Context: an optimization exercise on an open-source flow, tuned for small area, a short achievable clock period and few clock cycles. The choices shown serve that exercise and are no tape-out recipe. At most, simulation tests tie the RTL to the original design; equivalence was not proved. No activity file was given, so power comes from the tool's default toggle rates.

## JK
==> module spse_unit, before the edit <==
module spse_unit (
    input  wire        clk,
    input  wire        rst_n,
    input  wire        mv_valid,
    output wire        mv_ready,
    input  wire [31:0] mv_steps,
    input  wire        smp_valid,
    output wire        smp_ready,
    input  wire [31:0] smp_ticks,
    output wire        desc_valid,
    input  wire        desc_ready,
    output wire [31:0] desc_data
);
    reg  [30:0] out;
    reg         ov;
    reg  [31:0] W;
    reg         wb, wf;
    reg  [31:0] s;
    reg         snz;           
    reg         tr, mk;
    reg         sr, mr;        
    reg         wsat, wbig;    
    reg         wlast;         
    reg         bw;            
    assign desc_valid = ov;
    assign desc_data  = {1'b0, out};
    assign smp_ready  = sr;
    assign mv_ready   = mr;
    wire load = !ov || desc_ready;
    wire        t_big, t_sat, t_bw;
    wire [14:0] t_L, t_sub;
    spse_first u_first (.t(smp_ticks), .big(t_big), .sat(t_sat), .L(t_L));
    spse_sub10 u_sub10 (.t(smp_ticks[14:0]), .bw(t_bw), .sub(t_sub));
    wire [30:0] t_first = {t_L, 1'b1, 15'd10};
    wire [14:0] w_L     = wsat ? 15'h7fff : W[14:0];
    wire [30:0] w_first = {w_L, 1'b1, 15'd10};
    wire        last  = wlast;
    wire [14:0] hw    = {W[15] ^ bw, W[14:1]};               
    wire [14:0] d0    = hw - 15'd16383;                      
    wire [14:0] d1    = hw - (W[0] ? 15'd16383 : 15'd16384); 
    wire [30:0] cont  = last ? {d1, 1'b0, d0} : {15'h7fff, 1'b0, 15'h7fff};
    wire take  = smp_valid && sr;
    wire mv_go = mv_valid && mr;
    reg  [31:0] s_dec;
    wire        ef = load && wb && !wf && !wlast;
    wire        ec = ef && &W[15:1];             
    wire        ed = ef && !(&W[15:1]);          
    reg  [31:0] W_sub;
    integer     k;
    always @(*) begin
        for (k = 0; k < 32; k = k + 1)
            s_dec[k] = s[k] ^ (take && !(|(s & ((32'd1 << k) - 32'd1))));
        W_sub[0] = W[0];
        for (k = 1; k < 16; k = k + 1)
            W_sub[k] = W[k] ^ (ef && &(W[15:0] | ~((32'd1 << k) - 32'd2)));
        for (k = 16; k < 32; k = k + 1)
            W_sub[k] = W[k] ^ (ed && !(|(W & ((32'd1 << k) - 32'd65536))));
    end
    wire e_w     = load && wb;
    wire e_mk    = load && !wb && mk;
    wire e_first = load && take;
    wire e_tr    = load && !wb && !mk && tr && !snz;
    reg        wb_n, wf_n, snz_n, tr_n, mk_n;
    always @(*) begin
        wb_n = wb;
        wf_n = wf;
        if (take) begin
            wb_n = load ? t_big : 1'b1;
            wf_n = !load;
        end else if (e_w) begin
            if (wf) begin
                wf_n = 1'b0;
                wb_n = wbig;
            end else if (last) begin
                wb_n = 1'b0;
            end else begin
                wb_n = W != (bw ? 32'd131069 : 32'd98301);   
            end
        end
        snz_n = snz;
        tr_n  = tr;
        mk_n  = mk;
        if (mv_go) begin
            snz_n = mv_steps != 32'd0;
            tr_n  = 1'b1;
            mk_n  = tr && !e_tr;
        end else begin
            if (take)
                snz_n = s != 32'd1;
            if (e_mk)
                mk_n = 1'b0;
            if (e_tr)
                tr_n = 1'b0;
        end
    end
    always @(posedge clk) begin
        if (!rst_n) begin
            ov <= 1'b0;
            wb <= 1'b0;
            wf <= 1'b0;
            tr <= 1'b0;
            mk <= 1'b0;
            sr <= 1'b0;
            mr <= 1'b1;
        end else begin
            if (e_w)
                out <= wf ? w_first : cont;
            else if (e_first)
                out <= t_first;
            else if (e_mk || e_tr)
                out <= 31'd0;
            if (load)
                ov <= e_w || e_mk || e_first || e_tr;
            if (take) begin
                bw    <= t_bw;
                wsat  <= t_sat;
                wbig  <= t_big;
                wlast <= smp_ticks < 32'd98311;
            end else if (ef) begin
                wlast <= W < (bw ? 32'd196603 : 32'd163835);   
            end
            wb  <= wb_n;
            wf  <= wf_n;
            snz <= snz_n;
            tr  <= tr_n;
            mk  <= mk_n;
            sr  <= !wb_n && !mk_n && tr_n && snz_n;
            mr  <= !tr_n || (!snz_n && !mk_n);
        end
    end
    always @(posedge clk) begin
        W <= take ? {smp_ticks[31:15], t_sub} : W_sub;
        s <= mv_go ? mv_steps : s_dec;
    end
endmodule
==> module spse_sub10, before the edit <==
module spse_sub10 (
    input  wire [14:0] t,
    output wire        bw,
    output wire [14:0] sub
);
    assign bw  = t < 15'd10;
    assign sub = t - 15'd10;
endmodule
Settings: LEC_CHECK=0, CAP_MARGIN=20, CORE_MARGIN=2, CORE_UTILIZATION=60, CTS_BUF_LIST=sky130_fd_sc_hd__clkbuf_16, CTS_CLUSTER_DIAMETER=80, CTS_CLUSTER_SIZE=24, SLEW_MARGIN=20, SYNTH_HIERARCHICAL=1; clock period 11.0 ns.
standard.sh (not shown) runs the stock make flow with config.mk's settings and CLKGATE_MAP_FILE= SYNTH_SCRIPT=/design/flow/synth_recipe.tcl, a recipe that flattens the netlist after the stock synthesis.
==> flow/flow/run.sh <==
#!/bin/bash
# The standard layout, with these changes to how it is made:
#  - synthesis leaves out the flow's Kogge-Stone carry map for adders
#    (SYNTH_OPERATIONS_ARGS replaces the default "-extra-map
#    lcu_kogge_stone.v"; -booth only affects multipliers, of which the
#    design has none), so adders keep Yosys's own smaller carry logic;
#    registers and their names are unchanged; nor does it map adders to
#    the library's half/full adder cells (ADDER_MAP_FILE empty), leaving
#    them to ABC with the rest of the logic
#  - ports are buffered with buf_1 instead of the flow's default pick
#  - timing repair aims at a setup slack margin (ns) so that the layout is
#    optimised for a shorter period than the 11 ns constraint; the margin
#    for the repair right after synthesis and the one for the later
#    repairs (after CTS and global routing) are read from flow/margins.txt
#    (the constraints themselves are unchanged)
set -euo pipefail
read -r FP_MARGIN LATE_MARGIN < flow/margins.txt
BUF="BUFFER_PORTS_ARGS=-buffer_cell sky130_fd_sc_hd__buf_1"
OPS="SYNTH_OPERATIONS_ARGS=-booth"
ADD="ADDER_MAP_FILE="
bash standard.sh floorplan "$OPS" "$ADD" "SETUP_SLACK_MARGIN=${FP_MARGIN}" "$BUF" > standard_make_1.log 2>&1
bash standard.sh finish "$OPS" "$ADD" "SETUP_SLACK_MARGIN=${LATE_MARGIN}" "$BUF" > standard_make_2.log 2>&1
==> flow/flow/margins.txt <==
0 7.5
diff inputs: JK => MS
-- flow/design.v --
<<< JK, line 50
    reg         wsat, wbig;    
    reg         wlast;         
    reg         bw;            
    assign desc_valid = ov;
    assign desc_data  = {1'b0, out};
>>> MS, line 50
    reg         wsat, wbig;    
    reg         wlast;         
    assign desc_valid = ov;
    assign desc_data  = {1'b0, out};
<<< JK, line 56
    assign mv_ready   = mr;
    wire load = !ov || desc_ready;
    wire        t_big, t_sat, t_bw;
    wire [14:0] t_L, t_sub;
    spse_first u_first (.t(smp_ticks), .big(t_big), .sat(t_sat), .L(t_L));
    spse_sub10 u_sub10 (.t(smp_ticks[14:0]), .bw(t_bw), .sub(t_sub));
    wire [30:0] t_first = {t_L, 1'b1, 15'd10};
    wire [14:0] w_L     = wsat ? 15'h7fff : W[14:0];
    wire [30:0] w_first = {w_L, 1'b1, 15'd10};
    wire        last  = wlast;
    wire [14:0] hw    = {W[15] ^ bw, W[14:1]};               
    wire [14:0] d0    = hw - 15'd16383;                      
    wire [14:0] d1    = hw - (W[0] ? 15'd16383 : 15'd16384); 
    wire [30:0] cont  = last ? {d1, 1'b0, d0} : {15'h7fff, 1'b0, 15'h7fff};
    wire take  = smp_valid && sr;
>>> MS, line 55
    assign mv_ready   = mr;
    wire load = !ov || desc_ready;
    wire        t_big, t_sat;
    wire [14:0] t_L;
    spse_first u_first (.t(smp_ticks), .big(t_big), .sat(t_sat), .L(t_L));
    wire [30:0] t_first = {t_L, 1'b1, 15'd10};
    wire [14:0] w_L     = wsat ? 15'h7fff : W[14:0] - 15'd10;
    wire [30:0] w_first = {w_L, 1'b1, 15'd10};
    wire        last  = wlast;
    wire [14:0] hw    = W[15:1];
    wire [14:0] d0    = hw - 15'd16388;                      
    wire [14:0] d1    = hw - (W[0] ? 15'd16388 : 15'd16389); 
    wire [30:0] cont  = last ? {d1, 1'b0, d0} : {15'h7fff, 1'b0, 15'h7fff};
    wire take  = smp_valid && sr;
<<< JK, line 103
                wb_n = 1'b0;
            end else begin
                wb_n = W != (bw ? 32'd131069 : 32'd98301);   
            end
        end
>>> MS, line 101
                wb_n = 1'b0;
            end else begin
                wb_n = W != 32'd98311;                    
            end
        end
<<< JK, line 141
                ov <= e_w || e_mk || e_first || e_tr;
            if (take) begin
                bw    <= t_bw;
                wsat  <= t_sat;
                wbig  <= t_big;
                wlast <= smp_ticks < 32'd98311;
            end else if (ef) begin
                wlast <= W < (bw ? 32'd196603 : 32'd163835);   
            end
            wb  <= wb_n;
>>> MS, line 139
                ov <= e_w || e_mk || e_first || e_tr;
            if (take) begin
                wsat  <= t_sat;
                wbig  <= t_big;
                wlast <= smp_ticks < 32'd98311;
            end else if (ef) begin
                wlast <= W < 32'd163845;                 
            end
            wb  <= wb_n;
<<< JK, line 158
    end
    always @(posedge clk) begin
        W <= take ? {smp_ticks[31:15], t_sub} : W_sub;
        s <= mv_go ? mv_steps : s_dec;
    end
>>> MS, line 155
    end
    always @(posedge clk) begin
        W <= take ? smp_ticks : W_sub;
        s <= mv_go ? mv_steps : s_dec;
    end
<<< JK, line 172
    assign L   = sat ? 15'h7fff : t[14:0] - 15'd10;
endmodule
module spse_sub10 (
    input  wire [14:0] t,
    output wire        bw,
    output wire [14:0] sub
);
    assign bw  = t < 15'd10;
    assign sub = t - 15'd10;
endmodule
>>> MS, line 169
    assign L   = sat ? 15'h7fff : t[14:0] - 15'd10;
endmodule
Findings:
Layout inverter count without the clock tree, JK and MS, lower one = JK. MS vs. JK: buffers plus inverters on the worst setup path dropped 3; clock power share has decreased; setup slack of the critical path after layout barely changed; number of register bits inferred by synthesis shrank by 4. Relative to JK, data arrival time of the worst path has increased by 40 ps in MS. Compared with JK, in MS number of clock sinks went down; internal power now larger; routed wire length up 3900 um; sequential cell count went down about 0.9%. The worst setup path startpoint comes out smp_ticks[12] in one run and smp_ticks[126] in the other, namely in JK and MS respectively. Diff JK -> MS | post-route core utilization | decrease of 0.39 points.
Testbench counts of MS, summed over its fixed seeds: cycles 2,549.
For JK, only the layout was checked, not whether the RTL still works.

==> re-timing with driven ports <==
No port has a modelled driver above. Below, the same layouts with a new extraction and two added sets of constraints. Step 1 (the two cells are an assumption about what drives the block):
set clk [get_ports {clk}]
set_driving_cell -lib_cell sky130_fd_sc_hd__clkbuf_16 $clk
set_driving_cell -lib_cell sky130_fd_sc_hd__buf_2 [delete_from_list [all_inputs] $clk]
Step 2 adds t to the input delays and takes it off the output delays; t is the mean of the earliest and latest rising clock arrival at the registers after step 1. Input paths then give back, and output paths get back, about the clock's delay inside the block. Slacks: no drivers / after step 1 / after step 2; pairs: no drivers / after step 1.
| run | shift t [ns] | setup slack, ns | clock arrival spread, ns | worst register clock-pin slew, ns | worst slew at a driven data input, ns |
|---|---|---|---|---|---|
| JK | 0.652 | 7.539 / 7.488 / 6.919 | 0.043 / 0.042 | 0.10 / 0.10 | 0.10 |
| MS | 0.659 | 7.538 / 7.492 / 6.920 | 0.025 / 0.025 | 0.10 / 0.10 | 0.11 |
After both steps setup and hold are still met in every run listed. For JK, which loses most, drivers alone change the setup slack by -0.051 ns; drivers and shift together by -0.620 ns.
